Source: an optimization exercise on an open RTL-to-GDS flow (aim: small area, a short achievable clock period and few clock cycles per item). Production flows keep margins and buffers that such runs may drop. RTL that was checked went through simulation tests only; none was proved equivalent to the original.

==> flow/design.v <==
module monarco_conv (
    input  wire        clk,
    input  wire        rst,
    input  wire        in_valid,
    output wire        in_ready,
    input  wire [31:0] in_word,
    input  wire [63:0] in_payload,
    output reg         out_valid,
    input  wire        out_ready,
    output reg  [15:0] out_code,
    output reg  [2:0]  out_status,
    output reg  [1:0]  out_warn
);
    reg        busy;
    reg        first;     
    reg        op_duty, op_aout, op_freq;
    reg        c_resv, c_idx, c_den0, c_num0;
    reg        nz12;      
    reg        ph_mul;    
    reg        ph_cmp;    
    reg        ph_div;    
    reg        ph_eq;     
    reg        ph_fin;    
    reg        ph_shf;    
    reg        ph_xit;    
    reg [3:0]  cnt;
    reg        cnt0;      
    reg        s_divd, s_divn, s_sub2d, s_prep;
    reg        s1_add2d, s1_add4d, s1_sub2d;
    reg        s2_add2d, s2_add4d, s2_sub2d;
    reg        s2_corr;   
    reg signed [32:0] R;
    reg [23:0] L;
    reg [31:0] D;         
    reg [31:0] N;         
    reg [3:0]  m10;       
    wire [7:0]  opcode = in_word[31:24];
    wire [3:0]  index  = in_word[3:0];
    wire [31:0] num    = in_payload[63:32];
    wire [31:0] den    = in_payload[31:0];
    wire is_duty = (opcode == 8'h12);
    wire is_freq = (opcode == 8'h13);
    wire is_aout = (opcode == 8'h14);
    wire known   = op_duty | op_aout | op_freq;
    wire num_neg = N[31];
    wire special = ~known | c_resv | c_idx | c_den0 | num_neg | c_num0 | (op_freq & D[31]);
    reg [20:0] sres;      
    always @(*) begin
        if (!known)                 sres = {3'd1, 18'd0};
        else if (c_resv)            sres = {3'd2, 18'd0};
        else if (c_idx)             sres = {3'd3, 18'd0};
        else if (c_den0)            sres = {3'd4, 18'd0};
        else if (op_duty & num_neg) sres = {3'd4, 18'd0};
        else if (op_aout & num_neg) sres = {3'd0, 2'b01, 16'd0};
        else                        sres = 21'd0;    
    end
    wire        sdiv  = s_divd | s_divn;
    wire [31:0] V     = s_divd ? D : N;              
    wire        l1    = sdiv & L[23];
    wire [35:0] A1    = {{2{R[32]}}, R, l1};
    wire [35:0] B1    = ({36{sdiv}}     & ~{4'd0, V})
                      | ({36{s_sub2d | s1_sub2d}} & ~{3'd0, D, 1'b0})
                      | ({36{s1_add2d}} &  {3'd0, D, 1'b0})
                      | ({36{s1_add4d}} &  {2'd0, D, 2'b0})
                      | ({36{s_prep}}   & ~{16'd0, R[31:12], nz12});
    wire        c1    = sdiv | s_sub2d | s1_sub2d | (s_prep & ~nz12);
    wire [35:0] S1    = A1 + B1 + {35'd0, c1};
    wire        q1    = ~S1[35];                      
    wire signed [32:0] Rd1 = q1 ? S1[32:0] : {R[31:0], L[23]};    
    wire signed [32:0] Rm1 = S1[35:3];                            
    wire signed [32:0] R1  = ph_div ? Rd1 : Rm1;
    wire        l2    = sdiv & ~s2_corr & L[22];
    wire [35:0] A2    = {{2{R1[32]}}, R1, l2};
    wire [35:0] B2    = ({36{sdiv & ~s2_corr}} & ~{4'd0, V})
                      | ({36{s2_corr}}  & ~{3'd0, N, 1'b0})
                      | ({36{s2_sub2d}} & ~{3'd0, D, 1'b0})
                      | ({36{s2_add2d}} &  {3'd0, D, 1'b0})
                      | ({36{s2_add4d}} &  {2'd0, D, 2'b0});
    wire        c2    = sdiv | s2_sub2d;
    wire [35:0] S2    = A2 + B2 + {35'd0, c2};
    wire        q2    = ~S2[35];
    wire signed [32:0] Rd2 = q2 ? S2[32:0] : {R1[31:0], L[22]};
    wire signed [32:0] Rm2 = S2[35:3];
    wire        ta   = (m10 >= 4'd5);
    wire [4:0]  va   = {m10, q1};
    wire [3:0]  ma   = ta ? (va - 5'd10) : va[3:0];
    wire        tb   = (ma >= 4'd5);
    wire [4:0]  vb   = {ma, q2};
    wire [3:0]  mb   = tb ? (vb - 5'd10) : vb[3:0];
    reg fast;
    integer j;
    always @(*) begin
        fast = 1'b0;
        for (j = 1; j <= 22; j = j + 1)
            fast = fast | (((D >> j) == 32'd0) & ((N >> (j + 9)) != 32'd0));
    end
    wire [14:0] qdm  = L[14:0] - 15'd1;
    wire [15:0] qd   = q2 ? {L[14:0], q1} : (q1 ? {L[14:0], 1'b0} : {qdm, 1'b1});
    wire [15:0] ta16 = {L[13:0], ta, tb};
    wire        a_hi = (ta16 >= 16'd4095);
    wire [20:0] ares = a_hi ? {3'd0, 2'b10, 16'd4095} : {5'd0, ta16};
    wire [22:0] Z    = L[22:0];
    wire        rz   = (R[31:0] == 32'd0);
    wire f_lt1  = (Z > 23'd8000000) | ((Z == 23'd8000000) & ~rz);
    wire f_t1   = (Z > 23'd800000)  | ((Z == 23'd800000)  & ~rz);
    wire f_t2   = (Z > 23'd80000)   | ((Z == 23'd80000)   & ~rz);
    wire f_t3   = (Z > 23'd8000)    | ((Z == 23'd8000)    & ~rz);
    wire f_hi   = (Z < 23'd80)      | ((Z == 23'd80)      & rz);
    reg  [15:0] fcode;
    always @(*) begin
        if (f_lt1 | f_hi) fcode = 16'd0;
        else if (f_t1)    fcode = {Z[22:9], 2'd3};
        else if (f_t2)    fcode = {Z[19:6], 2'd2};
        else if (f_t3)    fcode = {Z[16:3], 2'd1};
        else              fcode = {Z[13:0], 2'd0};
    end
    wire fin_div = ph_div & (op_aout | op_duty) & cnt0;
    wire fin_ok  = fin_div | ph_fin | ph_eq | ph_xit;
    wire fin_sp  = first & special;
    wire fin     = busy & (fin_sp | (~first & fin_ok));
    wire slot_free = ~out_valid | out_ready;
    assign in_ready = ~busy | (fin & slot_free);
    wire accept    = in_valid & in_ready;
    wire stall     = fin & ~slot_free;
    wire done      = fin & slot_free;
    wire step      = busy & ~stall;
    reg [20:0] res;
    always @(*) begin
        if (first)        res = sres;
        else if (fin_div) res = ares;
        else if (ph_eq)   res = (rz & ~L[0]) ? {5'd0, 16'hFFFF} : {3'd4, 18'd0};
        else if (ph_fin)  res = {5'd0, fcode};
        else              res = op_aout ? {3'd0, 2'b10, 16'd4095} : 21'd0;    
    end
    always @(posedge clk) begin
        if (rst) begin
            busy      <= 1'b0;
            out_valid <= 1'b0;
            first     <= 1'b0;
            ph_mul <= 1'b0; ph_cmp <= 1'b0; ph_div <= 1'b0; ph_eq <= 1'b0;
            ph_fin <= 1'b0; ph_xit <= 1'b0; ph_shf <= 1'b0;
            s_divd <= 1'b0; s_divn <= 1'b0; s_sub2d <= 1'b0; s_prep <= 1'b0;
            s1_add2d <= 1'b0; s1_add4d <= 1'b0; s1_sub2d <= 1'b0;
            s2_add2d <= 1'b0; s2_add4d <= 1'b0; s2_sub2d <= 1'b0; s2_corr <= 1'b0;
        end else begin
            if (out_valid & out_ready)
                out_valid <= 1'b0;
            if (done)
                out_valid  <= 1'b1;
            if (accept) begin
                busy    <= 1'b1;
                first   <= 1'b1;
                D       <= den;
                N       <= num;
                op_duty <= is_duty;
                op_aout <= is_aout;
                op_freq <= is_freq;
                c_resv  <= |in_word[23:4];
                c_idx   <= is_duty ? (index[3:2] != 2'b00) : (index[3:1] != 3'b000);
                c_den0  <= (den == 32'd0);
                c_num0  <= (num == 32'd0);
                nz12    <= |num[11:0];
                ph_mul  <= ~is_duty;
                ph_div  <= is_duty;
                ph_cmp  <= 1'b0; ph_eq <= 1'b0; ph_fin <= 1'b0; ph_xit <= 1'b0; ph_shf <= 1'b0;
                s_divd  <= is_duty;
                s_divn  <= 1'b0;
                s_prep  <= is_aout;
                s_sub2d <= 1'b0;
                s1_add4d <= ~is_duty & ~is_aout;
                s1_add2d <= 1'b0; s1_sub2d <= 1'b0;
                s2_add2d <= 1'b0; s2_add4d <= 1'b0; s2_sub2d <= 1'b0; s2_corr <= 1'b0;
                cnt     <= is_duty ? 4'd8 : 4'd0;
                cnt0    <= 1'b0;
            end else if (step) begin
                first <= 1'b0;
                if (done) begin
                    busy <= 1'b0;
                    ph_mul <= 1'b0; ph_cmp <= 1'b0; ph_div <= 1'b0; ph_eq <= 1'b0;
                    ph_fin <= 1'b0; ph_xit <= 1'b0; ph_shf <= 1'b0;
                    s_divd <= 1'b0; s_divn <= 1'b0; s_sub2d <= 1'b0; s_prep <= 1'b0;
                    s1_add2d <= 1'b0; s1_add4d <= 1'b0; s1_sub2d <= 1'b0;
                    s2_add2d <= 1'b0; s2_add4d <= 1'b0; s2_sub2d <= 1'b0; s2_corr <= 1'b0;
                end else if (ph_mul) begin
                    cnt <= cnt + 4'd1;
                    s_prep <= 1'b0;
                    if (op_aout) begin
                        ph_mul <= 1'b0; ph_cmp <= 1'b1; s_sub2d <= 1'b1;
                    end else begin
                        case (cnt[1:0])
                        2'd0: begin    
                            s1_add4d <= 1'b0; s1_add2d <= 1'b1; s1_sub2d <= 1'b0;
                            s2_add4d <= 1'b0; s2_add2d <= 1'b0; s2_sub2d <= 1'b0;
                        end
                        2'd1: begin    
                            s1_add4d <= 1'b1; s1_add2d <= 1'b0; s1_sub2d <= 1'b0;
                            s2_add4d <= 1'b1; s2_add2d <= 1'b0; s2_sub2d <= 1'b0;
                        end
                        2'd2: begin    
                            s1_add4d <= 1'b0; s1_add2d <= 1'b0; s1_sub2d <= 1'b1;
                            s2_add4d <= 1'b1; s2_add2d <= 1'b0; s2_sub2d <= 1'b0;
                        end
                        default: begin
                            s1_add4d <= 1'b0; s1_add2d <= 1'b0; s1_sub2d <= 1'b0;
                            s2_add4d <= 1'b0; s2_add2d <= 1'b0; s2_sub2d <= 1'b0;
                            ph_mul <= 1'b0;
                            if (fast) begin
                                ph_shf <= 1'b1;
                            end else begin
                                ph_div <= 1'b1; s_divn <= 1'b1;
                                cnt  <= 4'd11;
                            end
                        end
                        endcase
                    end
                end else if (ph_shf) begin
                    ph_shf <= 1'b0;
                    ph_div <= 1'b1; s_divn <= 1'b1;
                    cnt    <= 4'd6;
                end else if (ph_cmp) begin
                    ph_cmp  <= 1'b0;
                    s_sub2d <= 1'b0;
                    if (q1) begin
                        ph_xit <= 1'b1;
                    end else begin
                        ph_div <= 1'b1; s_divd <= 1'b1;
                        cnt  <= 4'd7;
                        cnt0 <= 1'b0;
                    end
                end else if (ph_div) begin
                    cnt <= cnt - 4'd1;
                    cnt0 <= (cnt == 4'd1);
                    if (op_duty & (cnt == 4'd8) & q1) begin
                        ph_div <= 1'b0; ph_eq <= 1'b1; s_divd <= 1'b0;
                    end else if (op_freq & (cnt == 4'd11) & q1) begin
                        ph_div <= 1'b0; ph_xit <= 1'b1; s_divn <= 1'b0;
                    end else if (cnt0) begin
                        ph_div <= 1'b0; s_divd <= 1'b0; s_divn <= 1'b0;
                        ph_fin <= 1'b1;                  
                    end else if (op_duty & (cnt == 4'd1)) begin
                        s2_corr <= 1'b1;
                    end
                end
            end
        end
    end
    wire fin_duty = ~first & fin_div & op_duty;
    always @(posedge clk) begin
        if (done & fin_duty)
            {out_status, out_warn, out_code} <= {5'd0, qd};
        else if (done)
            {out_status, out_warn, out_code} <= res;
    end
    wire upd   = ~accept & step & ~done;
    wire r_div = upd & ph_div;
    wire r_mul = upd & ph_mul;
    wire r_shf = upd & ph_shf;
    always @(posedge clk) begin
        if (r_div) begin
            R   <= Rd2;
            L   <= {L[21:0], op_aout ? ta : q1, op_aout ? tb : q2};
            m10 <= mb;
        end else if (r_mul) begin
            R   <= Rm2;
            L   <= op_aout ? {S2[2:1], S1[2:1], (~N[11:0]) + 12'd1, 8'd0}
                           : {S2[2:1], S1[2:1], L[23:4]};
        end else if (r_shf) begin
            R   <= {R[22:0], L[23:14]};
            L   <= {L[13:0], 10'd0};
        end else if (accept) begin
            R   <= is_duty ? {2'b00, num[31:1]} : (is_aout ? {1'b0, num} : 33'd0);
            L   <= {is_duty & num[0], 23'd0};
            m10 <= 4'd0;
        end
    end
endmodule
==> flow/config.mk <==
export PLATFORM = sky130hd
export DESIGN_NAME = monarco_conv
export DESIGN_NICKNAME = monarco_conv
export VERILOG_FILES = /design/flow/design.v
export SDC_FILE = /design/flow/constraint.sdc
export NUM_CORES = 4
export LEC_CHECK = 0
export ABC_CLOCK_PERIOD_IN_PS = 7000
export CAP_MARGIN = 20
export CORE_MARGIN = 2
export CORE_UTILIZATION = 50
export SETUP_SLACK_MARGIN = 3
export SLEW_MARGIN = 20
==> flow/constraint.sdc <==
create_clock -name core_clock -period 10.0 [get_ports {clk}]
set_input_delay 2.0000 -clock core_clock [delete_from_list [all_inputs] [get_ports {clk}]]
set_output_delay 2.0000 -clock core_clock [all_outputs]
set_load 0.01 [all_outputs]
run.sh (not shown) runs the stock make flow with config.mk's settings and CLKGATE_MAP_FILE= SYNTH_SCRIPT=/design/flow/synth_recipe.tcl, a recipe that flattens the netlist after the stock synthesis.
Testbench counts at the start, summed over its fixed seeds: cycles 66,471, items 8,000.
Rerun with:
--- a/flow/design.v
+++ b/flow/design.v
@@ -88,11 +88,17 @@
     wire [4:0]  vb   = {ma, q2};
     wire [3:0]  mb   = tb ? (vb - 5'd10) : vb[3:0];
-    reg fast;
-    integer j;
-    always @(*) begin
-        fast = 1'b0;
-        for (j = 1; j <= 22; j = j + 1)
-            fast = fast | (((D >> j) == 32'd0) & ((N >> (j + 9)) != 32'd0));
-    end
+    function [4:0] msb;
+        input [31:0] x;
+        integer i;
+        begin
+            msb = 5'd0;
+            for (i = 1; i < 32; i = i + 1)
+                if (x[i]) msb = i;
+        end
+    endfunction
+    wire [5:0] lod = {1'b0, msb(D)};
+    wire [5:0] lon = {1'b0, msb(N)};
+    wire fast   = (lon >= lod + 6'd10);
+    wire near16 = (lon <= lod + 6'd3);
     wire [14:0] qdm  = L[14:0] - 15'd1;
     wire [15:0] qd   = q2 ? {L[14:0], q1} : (q1 ? {L[14:0], 1'b0} : {qdm, 1'b1});
@@ -186,5 +192,11 @@
                     s_prep <= 1'b0;
                     if (op_aout) begin
-                        ph_mul <= 1'b0; ph_cmp <= 1'b1; s_sub2d <= 1'b1;
+                        ph_mul <= 1'b0;
+                        if (near16) begin
+                            ph_div <= 1'b1; s_divd <= 1'b1;
+                            cnt  <= 4'd7;
+                        end else begin
+                            ph_cmp <= 1'b1; s_sub2d <= 1'b1;
+                        end
                     end else begin
                         case (cnt[1:0])
Critical path depth climbs by 3.
Count of clock-buffer cells in the layout climbs by 2.
Worst hold slack is better by 3.2 ps.
Final area climbs by a few percent.
Via count climbs by a few percent.
Synthesized cell count climbs by a little under a tenth.
Non-clock buffer count drops by 1.
Final cell count climbs by a little under a tenth.
Synthesized area climbs by a few percent.
Worst setup slack is worse by 29 ps.
Routed wire length climbs by a little under a tenth.
Global-route usage climbs by 1.5 points.
No functional check of the RTL was part of the second run of this note.

========
Setup of the previous run:
// monarco_conv: RTL as listed in full above, without the edits since
clock: 10.0 ns
lec_check: 0
abc_clock_period_in_ps: 7000
cap_margin: 20
core_margin: 2
core_utilization: 40
setup_slack_margin: 3
slew_margin: 20
Looking at the reports, the previous run completed the entire flow and the layout it produced met the timing, DRC and antenna checks.
Testbench counts of the previous run, summed over its fixed seeds: cycles 66,471, items 8,000.
Input-level comparison between the current run and the previous run:
--- a/flow/design.v
+++ b/flow/design.v
@@ -16,5 +16,4 @@
     reg        op_duty, op_aout, op_freq;
     reg        c_resv, c_idx, c_den0, c_num0;
-    reg        nz12;      
     reg        ph_mul;    
     reg        ph_cmp;    
@@ -59,4 +58,5 @@
     wire        l1    = sdiv & L[23];
     wire [35:0] A1    = {{2{R[32]}}, R, l1};
+    wire        nz12  = |R[11:0];
     wire [35:0] B1    = ({36{sdiv}}     & ~{4'd0, V})
                       | ({36{s_sub2d | s1_sub2d}} & ~{3'd0, D, 1'b0})
@@ -128,5 +128,5 @@
     always @(*) begin
         if (first)        res = sres;
-        else if (fin_div) res = ares;
+        else if (fin_div) res = op_duty ? {5'd0, qd} : ares;
         else if (ph_eq)   res = (rz & ~L[0]) ? {5'd0, 16'hFFFF} : {3'd4, 18'd0};
         else if (ph_fin)  res = {5'd0, fcode};
@@ -146,6 +146,8 @@
             if (out_valid & out_ready)
                 out_valid <= 1'b0;
-            if (done)
+            if (done) begin
                 out_valid  <= 1'b1;
+                {out_status, out_warn, out_code} <= res;
+            end
             if (accept) begin
                 busy    <= 1'b1;
@@ -160,5 +162,4 @@
                 c_den0  <= (den == 32'd0);
                 c_num0  <= (num == 32'd0);
-                nz12    <= |num[11:0];
                 ph_mul  <= ~is_duty;
                 ph_div  <= is_duty;
@@ -245,11 +246,4 @@
         end
     end
-    wire fin_duty = ~first & fin_div & op_duty;
-    always @(posedge clk) begin
-        if (done & fin_duty)
-            {out_status, out_warn, out_code} <= {5'd0, qd};
-        else if (done)
-            {out_status, out_warn, out_code} <= res;
-    end
     wire upd   = ~accept & step & ~done;
     wire r_div = upd & ph_div;
Results
The current run: worst hold slack 0.064 ns above the previous run. Per the comparison of the current run with the previous run, non-clock buffer share of cell area rose by 0.32 points; met2 wirelength from detailed routing rose by 10%; total via count in the routed design rose by 2.1%; number of fillers in the final layout stayed essentially flat. The previous run leaves less setup margin than the current run. Summary of the current run over the previous run: worst setup slack after placement +0.10 ns, die area up about 1.8%, register area share after synthesis moved down.
For the current run, only the layout was checked, not whether the RTL still works.

[what the ideal ports hide]
Ports are ideal in the flow. The routed layouts listed here were re-timed in OpenROAD. Step 1 sets driving cells, clkbuf_16 on the clock port and buf_2 on the other inputs (assumed; they add their load-dependent delay and slew). Step 2 adds t to the input delays and takes it off the output delays; t is the mean of the earliest and latest rising clock arrival at the registers after step 1. Input paths then give back, and output paths get back, about the clock's delay inside the block. Slacks: ideal / step 1 / step 2; pairs: ideal / step 1.
run | t (ns) | setup slack, ns | worst setup path after step 2
the first run of note 1 | 0.514 | 3.119 / 3.119 / 3.119 | register to register
the second run of note 1 | 0.523 | 3.091 / 3.091 / 3.091 | register to register
the previous run | 0.515 | 3.056 / 3.056 / 3.056 | register to register
the current run | 0.518 | 3.109 / 3.109 / 3.109 | register to register
After both steps setup and hold are still met in every run listed.
